This is an optimization exercise on Yosys and OpenROAD, whose aim is small area, not a production implementation. RTL that was checked went through simulation tests only; none was proved equivalent to the original. The clock port is modelled as an ideal driver, which makes a skipped or thinned clock tree look cheaper than it is; a real chip needs a root buffer or a tree. Power and IR drop assume default switching activity.

==> flow/design.v (excerpt) <==
module mhz14a_decoder (
    input  wire        clk,
    input  wire [13:0] in_word,
    output wire [1:0]  st,
    output wire [3:0]  cnt,
    output wire [7:0]  buf0,
    output wire [7:0]  buf1,
    output wire [7:0]  buf2,
    output wire [7:0]  buf3,
    output wire [7:0]  buf4,
    output wire [7:0]  buf5,
    output wire [7:0]  buf6,
    output wire [7:0]  buf7,
    output wire [7:0]  buf8,
    output wire        pol,
    output wire [1:0]  err,
    output wire [7:0]  csa,
    output wire        ok,
    output wire        warn,
    output wire [15:0] conc,
    output wire        done,
    output wire        failed,
    output wire [7:0]  frame_csum,
    output wire        frame_ok,
    output wire [15:0] frame_conc,
    output wire        log_warn,
    output wire        log_err,
    output wire [7:0]  log_val
);
Settings: LEC_CHECK=0, ABC_AREA=1, CAP_MARGIN=20, CORE_MARGIN=2, CORE_UTILIZATION=40, SLEW_MARGIN=20; clock period 10.0 ns.
standard.sh (not shown) runs the stock make flow with config.mk's settings and CLKGATE_MAP_FILE= SYNTH_SCRIPT=/design/flow/synth_recipe.tcl, a recipe that flattens the netlist after the stock synthesis.
==> flow/flow/run.sh <==
#!/bin/bash
# Standard ORFS layout, except that the port buffers are the smallest
# buffer cell (buf_1) rather than the one buffer_ports picks by default.
set -euo pipefail
bash standard.sh "BUFFER_PORTS_ARGS=-buffer_cell sky130_fd_sc_hd__buf_1" finish > flow_make.log 2>&1
The baseline completed with no timing, DRC or antenna violations.
Edit:
==> flow/run.sh (new file) <==
#!/bin/bash
# synth_recipe.tcl (not shown) runs the flow's synth.tcl, then flattens the netlist and writes it again
# the make line also repeats each setting of config.mk as NAME=value (left out here)
make -C /OpenROAD-flow-scripts/flow DESIGN_CONFIG=/design/flow/config.mk WORK_HOME=/design/flow/orfs CLKGATE_MAP_FILE= SYNTH_SCRIPT=/design/flow/synth_recipe.tcl finish
- ABC_AREA: 1 -> default
removed: flow/flow/run.sh
removed: flow/standard.sh
What happened:
- core utilization grows by 11 points
- via count came out lower by 11%
- maximum frequency goes down by 7.6%
- cell area grows by 23%
- register-to-register slack got worse by 110 ps
Edit:
- ABC_AREA: default -> 1
What happened: Routed wire length rose by 4.1%; count of clock-buffer cells in the layout does not change; hold slack got worse by 21 ps; sequential power barely changes; final area falls by 1.0%; worst setup slack got worse by 290 ps; combinational power decreases by about 3%.
No run of this note included a check of the RTL's function; only the layout flow was run.

---

Setup of cedar:
Another version of the RTL of mhz14a_decoder (not shown whole).
Size in the first run: roughly 88 flip-flops, roughly 3300 µm² of cells after synthesis.
Settings: LEC_CHECK=0, ABC_AREA=1, CAP_MARGIN=20, CORE_MARGIN=2, CORE_UTILIZATION=60, SLEW_MARGIN=20; clock period 10.0 ns.
==> flow/flow/run.sh <==
#!/bin/bash
# Standard ORFS layout with three changes:
#  - synthesis is synth_recipe.tcl unchanged except that Yosys's abc call uses
#    flow/abc_area.script (area-oriented, no buffering/upsizing) and full adders
#    are not extracted before abc (ADDER_MAP_FILE empty), so abc sees the whole
#    combinational logic. Registers are untouched (abc runs without -dff, after
#    dfflibmap), so their names and cells are the standard synthesis's.
#  - the port buffers are the smallest buffer cell (buf_1).
#  - the clock tree is built by flow/cts_hook.tcl (a PRE_CTS hook): one root
#    buffer and a few leaf buffers, sized to keep register clock-pin slew low.
# make's output goes to flow_make.log; each ORFS step logs to orfs/logs/.
set -euo pipefail
here=$(pwd)
{
  cat <<'TCL'
proc abc {args} {
  set i [lsearch $args -script]
  if {$i >= 0} { lset args [expr {$i + 1}] $::env(FLOW_ABC_SCRIPT) }
  set j [lsearch $args -D]
  if {$j >= 0} { set args [lreplace $args $j [expr {$j + 1}]] }
  puts "flow abc: $args"
  yosys abc {*}$args
}
TCL
  cat synth_recipe.tcl
} > flow_synth.tcl
export FLOW_ABC_SCRIPT=$here/flow/abc_area.script
export FLOW_CTS_HOOK=$here/flow/cts_hook.tcl
bash standard.sh SYNTH_SCRIPT=$here/flow_synth.tcl ADDER_MAP_FILE= \
  "BUFFER_PORTS_ARGS=-buffer_cell sky130_fd_sc_hd__buf_1" \
  PRE_CTS_TCL=$here/flow/cts_hook.tcl finish > flow_make.log 2>&1
==> flow/flow/cts_hook.tcl <==
# PRE_CTS hook: a small hand-built clock tree replaces TritonCTS's H-tree
# (a root, 8 clkbuf_8 leaves and dummy loads) for this ~90-register design.
# The register clock pins are split into K groups by k-means on their placed
# locations; each group gets one leaf buffer at its centroid, and one root
# buffer at the centroid of the leaves drives the leaves. Candidate trees
# (K, leaf cell) are tried from the smallest total buffer area up, and the
# first whose worst register clock-pin slew (placement parasitics) is at most
# FLOW_CTS_SLEW ns is kept. cts.tcl then legalises the buffers and continues.
set ::flow_cts_dir [file dirname [file normalize [info script]]]
if {[info commands orfs_clock_tree_synthesis_unused] == ""} {
  rename clock_tree_synthesis orfs_clock_tree_synthesis_unused
}

proc flow_cts_kmeans {pins K} {
  set n [llength $pins]
  set sorted [lsort -real -index 2 $pins]
  set cx {}
  set cy {}
  for {set k 0} {$k < $K} {incr k} {
    set p [lindex $sorted [expr {int(($k + 0.5) * $n / $K)}]]
    lappend cx [lindex $p 2]
    lappend cy [lindex $p 3]
  }
  set assign {}
  for {set iter 0} {$iter < 50} {incr iter} {
    # balanced assignment: nearest centre first, at most cap pins per group
    set cap [expr {int(ceil(1.1 * $n / $K))}]
    set pairs {}
    set i 0
    foreach p $pins {
      for {set k 0} {$k < $K} {incr k} {
        lappend pairs [list [expr {pow([lindex $p 2] - [lindex $cx $k], 2) + pow([lindex $p 3] - [lindex $cy $k], 2)}] $i $k]
      }
      incr i
    }
    set assign [lrepeat $n -1]
    set fill [lrepeat $K 0]
    foreach pr [lsort -real -index 0 $pairs] {
      lassign $pr d i k
      if {[lindex $assign $i] >= 0 || [lindex $fill $k] >= $cap} { continue }
      lset assign $i $k
      lset fill $k [expr {[lindex $fill $k] + 1}]
    }
    set nx {}
    set ny {}
    for {set k 0} {$k < $K} {incr k} {
      set sx 0.0; set sy 0.0; set c 0
      foreach p $pins a $assign {
        if {$a == $k} { set sx [expr {$sx + [lindex $p 2]}]; set sy [expr {$sy + [lindex $p 3]}]; incr c }
      }
      if {$c > 0} {
        lappend nx [expr {$sx / $c}]; lappend ny [expr {$sy / $c}]
      } else {
        lappend nx [lindex $cx $k]; lappend ny [lindex $cy $k]
      }
    }
    set cx $nx
    set cy $ny
  }
  return [list $assign $cx $cy]
}

proc flow_cts_max_slew {} {
  estimate_parasitics -placement
  set mx 0.0
  foreach p [get_pins */CLK] {
    foreach k {slew_max_rise slew_max_fall} {
      set s [get_property $p $k]
      if {$s > $mx} { set mx $s }
    }
  }
  return $mx
}

# Build a tree; returns the list of buffer instances it made.
proc flow_cts_build {pins K leaf_cell root_cell tag} {
  set block [ord::get_db_block]
  lassign [flow_cts_kmeans $pins $K] assign cx cy
  set lx 0.0
  set ly 0.0
  set used 0
  for {set k 0} {$k < $K} {incr k} {
    set loads {}
    foreach p $pins a $assign {
      if {$a == $k} { lappend loads [get_pins [[lindex $p 0] getName]/[[lindex $p 1] getName]] }
    }
    if {[llength $loads] == 0} { continue }
    insert_buffer -buffer_cell $leaf_cell -net clk -load_pins $loads \
      -location [list [lindex $cx $k] [lindex $cy $k]] \
      -buffer_name clkleaf${tag}_$k -net_name clkleaf${tag}_net_$k
    set lx [expr {$lx + [lindex $cx $k]}]
    set ly [expr {$ly + [lindex $cy $k]}]
    incr used
  }
  insert_buffer -buffer_cell $root_cell -net clk \
    -location [list [expr {$lx / $used}] [expr {$ly / $used}]] \
    -buffer_name clkroot$tag -net_name clkroot${tag}_net
  set made {}
  foreach i [$block getInsts] {
    if {[string match clkleaf${tag}_* [$i getName]] || [string match clkroot${tag}* [$i getName]]} {
      lappend made $i
    }
  }
  return $made
}

proc flow_cts_pins {} {
  set block [ord::get_db_block]
  set dbu [$block getDbUnitsPerMicron]
  set pins {}
  foreach it [[$block findNet clk] getITerms] {
    set bb [[$it getInst] getBBox]
    lappend pins [list [$it getInst] [$it getMTerm] \
      [expr {([$bb xMin] + [$bb xMax]) / 2.0 / $dbu}] \
      [expr {([$bb yMin] + [$bb yMax]) / 2.0 / $dbu}]]
  }
  return $pins
}

proc flow_cts_apply {K leaf} {
  set made [flow_cts_build [flow_cts_pins] $K $leaf sky130_fd_sc_hd__clkbuf_4 ""]
  foreach i $made {
    foreach it [$i getITerms] {
      set nn [$it getNet]
      if {$nn != "NULL" && [$it isOutputSignal]} { $nn setSigType CLOCK }
    }
  }
  [[ord::get_db_block] findNet clk] setSigType CLOCK
}

# Each candidate is tried in a separate OpenROAD run on the placed design
# (flow/cts_eval.tcl); the first within the slew target is applied here.
proc clock_tree_synthesis {args} {
  set target 0.110
  if {[info exists ::env(FLOW_CTS_SLEW)]} { set target $::env(FLOW_CTS_SLEW) }
  set cands {}
  foreach leaf {sky130_fd_sc_hd__clkbuf_8 sky130_fd_sc_hd__clkbuf_16} {
    set a [[[ord::get_db] findMaster $leaf] getWidth]
    for {set K 2} {$K <= 12} {incr K} { lappend cands [list [expr {$K * $a}] $K $leaf] }
  }
  set cands [lsort -integer -index 0 $cands]
  foreach c $cands {
    lassign $c cost K leaf
    set ::env(FLOW_CTS_EVAL) "$K $leaf"
    set out [exec openroad -no_init -exit $::flow_cts_dir/cts_eval.tcl 2>@1]
    set s 1e9
    regexp {FLOW_CTS_SLEW_RESULT ([0-9.eE+-]+)} $out -> s
    puts "clock tree candidate: $K x $leaf, worst clock-pin slew $s ns"
    if {$s <= $target} {
      flow_cts_apply $K $leaf
      puts "clock tree: kept $K x $leaf"
      return
    }
  }
  error "no clock tree candidate met the slew target"
}
Other scripts of this flow, unchanged in this note and not shown: flow/flow/abc_area.script, flow/flow/cts_eval.tcl
--- input diff cedar..willow ---
diff --git a/flow/flow/cts_hook.tcl b/flow/flow/cts_hook.tcl
--- a/flow/flow/cts_hook.tcl
+++ b/flow/flow/cts_hook.tcl
@@ -143,5 +143,9 @@
     lassign $c cost K leaf
     set ::env(FLOW_CTS_EVAL) "$K $leaf"
-    set out [exec openroad -no_init -exit $::flow_cts_dir/cts_eval.tcl 2>@1]
+    set log $::env(LOG_DIR)/4_0_cts_eval_${K}_$leaf.log
+    exec openroad -no_init -exit $::flow_cts_dir/cts_eval.tcl >& $log
+    set f [open $log]
+    set out [read $f]
+    close $f
     set s 1e9
     regexp {FLOW_CTS_SLEW_RESULT ([0-9.eE+-]+)} $out -> s
### Flow results
- Reported for cedar and willow, HPWL after detailed placement turned out identical to the last digit.
- On max-cap check violation count, cedar and willow are neck and neck.
- Any difference in sequential power between cedar and willow is small enough to ignore.
Inputs modified between willow and onyx:
diff --git a/flow/flow/cts_hook.tcl b/flow/flow/cts_hook.tcl
--- a/flow/flow/cts_hook.tcl
+++ b/flow/flow/cts_hook.tcl
@@ -135,5 +135,5 @@
   if {[info exists ::env(FLOW_CTS_SLEW)]} { set target $::env(FLOW_CTS_SLEW) }
   set cands {}
-  foreach leaf {sky130_fd_sc_hd__clkbuf_8 sky130_fd_sc_hd__clkbuf_16} {
+  foreach leaf {sky130_fd_sc_hd__clkbuf_8 sky130_fd_sc_hd__clkbuf_16 sky130_fd_sc_hd__buf_6 sky130_fd_sc_hd__buf_8 sky130_fd_sc_hd__buf_12} {
     set a [[[ord::get_db] findMaster $leaf] getWidth]
     for {set K 2} {$K <= 12} {incr K} { lappend cands [list [expr {$K * $a}] $K $leaf] }
Results
Every run in the comparison, onyx and willow, completed the flow with a clean layout.
Compared with willow, onyx improves cell area.
In onyx, utilization after layout is lower than in willow.
onyx vs. willow: final critical-path setup slack went down by 8.0 ps.
Looking only at sequential share of power, and setting everything else aside, the higher value of onyx and willow goes to onyx.
onyx -> willow: sequential cell count delta 0, exact match
Final-layout worst hold slack delta (onyx -> willow): insignificant
Detailed router's first-iteration violation count: higher on onyx
The wire length on onyx is in line with that on willow.
In every run of this note, the design's own scripts or RTL, not TritonCTS, make the clock network.

==> port drivers added, routing unchanged <==
No port has a modelled driver above. Below, the same layouts with a new extraction and two added sets of constraints. Step 1 sets driving cells, clkbuf_16 on the clock port and buf_2 on the other inputs (assumed; they add their load-dependent delay and slew). Step 2 moves the port delays by t, midway between the first and last clock arrival at a register: inputs arrive t later, outputs are due t later. That takes back most of the time a late clock gives input paths. a / b / c = ideal ports / drivers / drivers and shift; a / b = the first two.
run | t (ns) | setup WS [ns] | hold WS [ns] | worst setup path at the end | clock arrival spread, ns
the first run of note 1 | 0.387 | 3.993 / 3.971 / 3.971 | 0.461 / 0.461 / 0.461 | input to output | 0.019 / 0.020
the second run of note 1 | 0.379 | 3.498 / 3.473 / 3.473 | 0.483 / 0.483 / 0.483 | input to output | 0.015 / 0.015
the third run of note 1 | 0.391 | 3.203 / 3.179 / 3.179 | 0.462 / 0.462 / 0.462 | input to output | 0.012 / 0.012
cedar | 0.435 | 2.763 / 2.737 / 2.737 | 0.466 / 0.466 / 0.466 | input to output | 0.024 / 0.025
willow | 0.435 | 2.763 / 2.737 / 2.737 | 0.466 / 0.466 / 0.466 | input to output | 0.024 / 0.025
onyx | 0.408 | 2.755 / 2.729 / 2.729 | 0.466 / 0.466 / 0.466 | input to output | 0.029 / 0.029
After both steps every run listed still meets setup and hold.
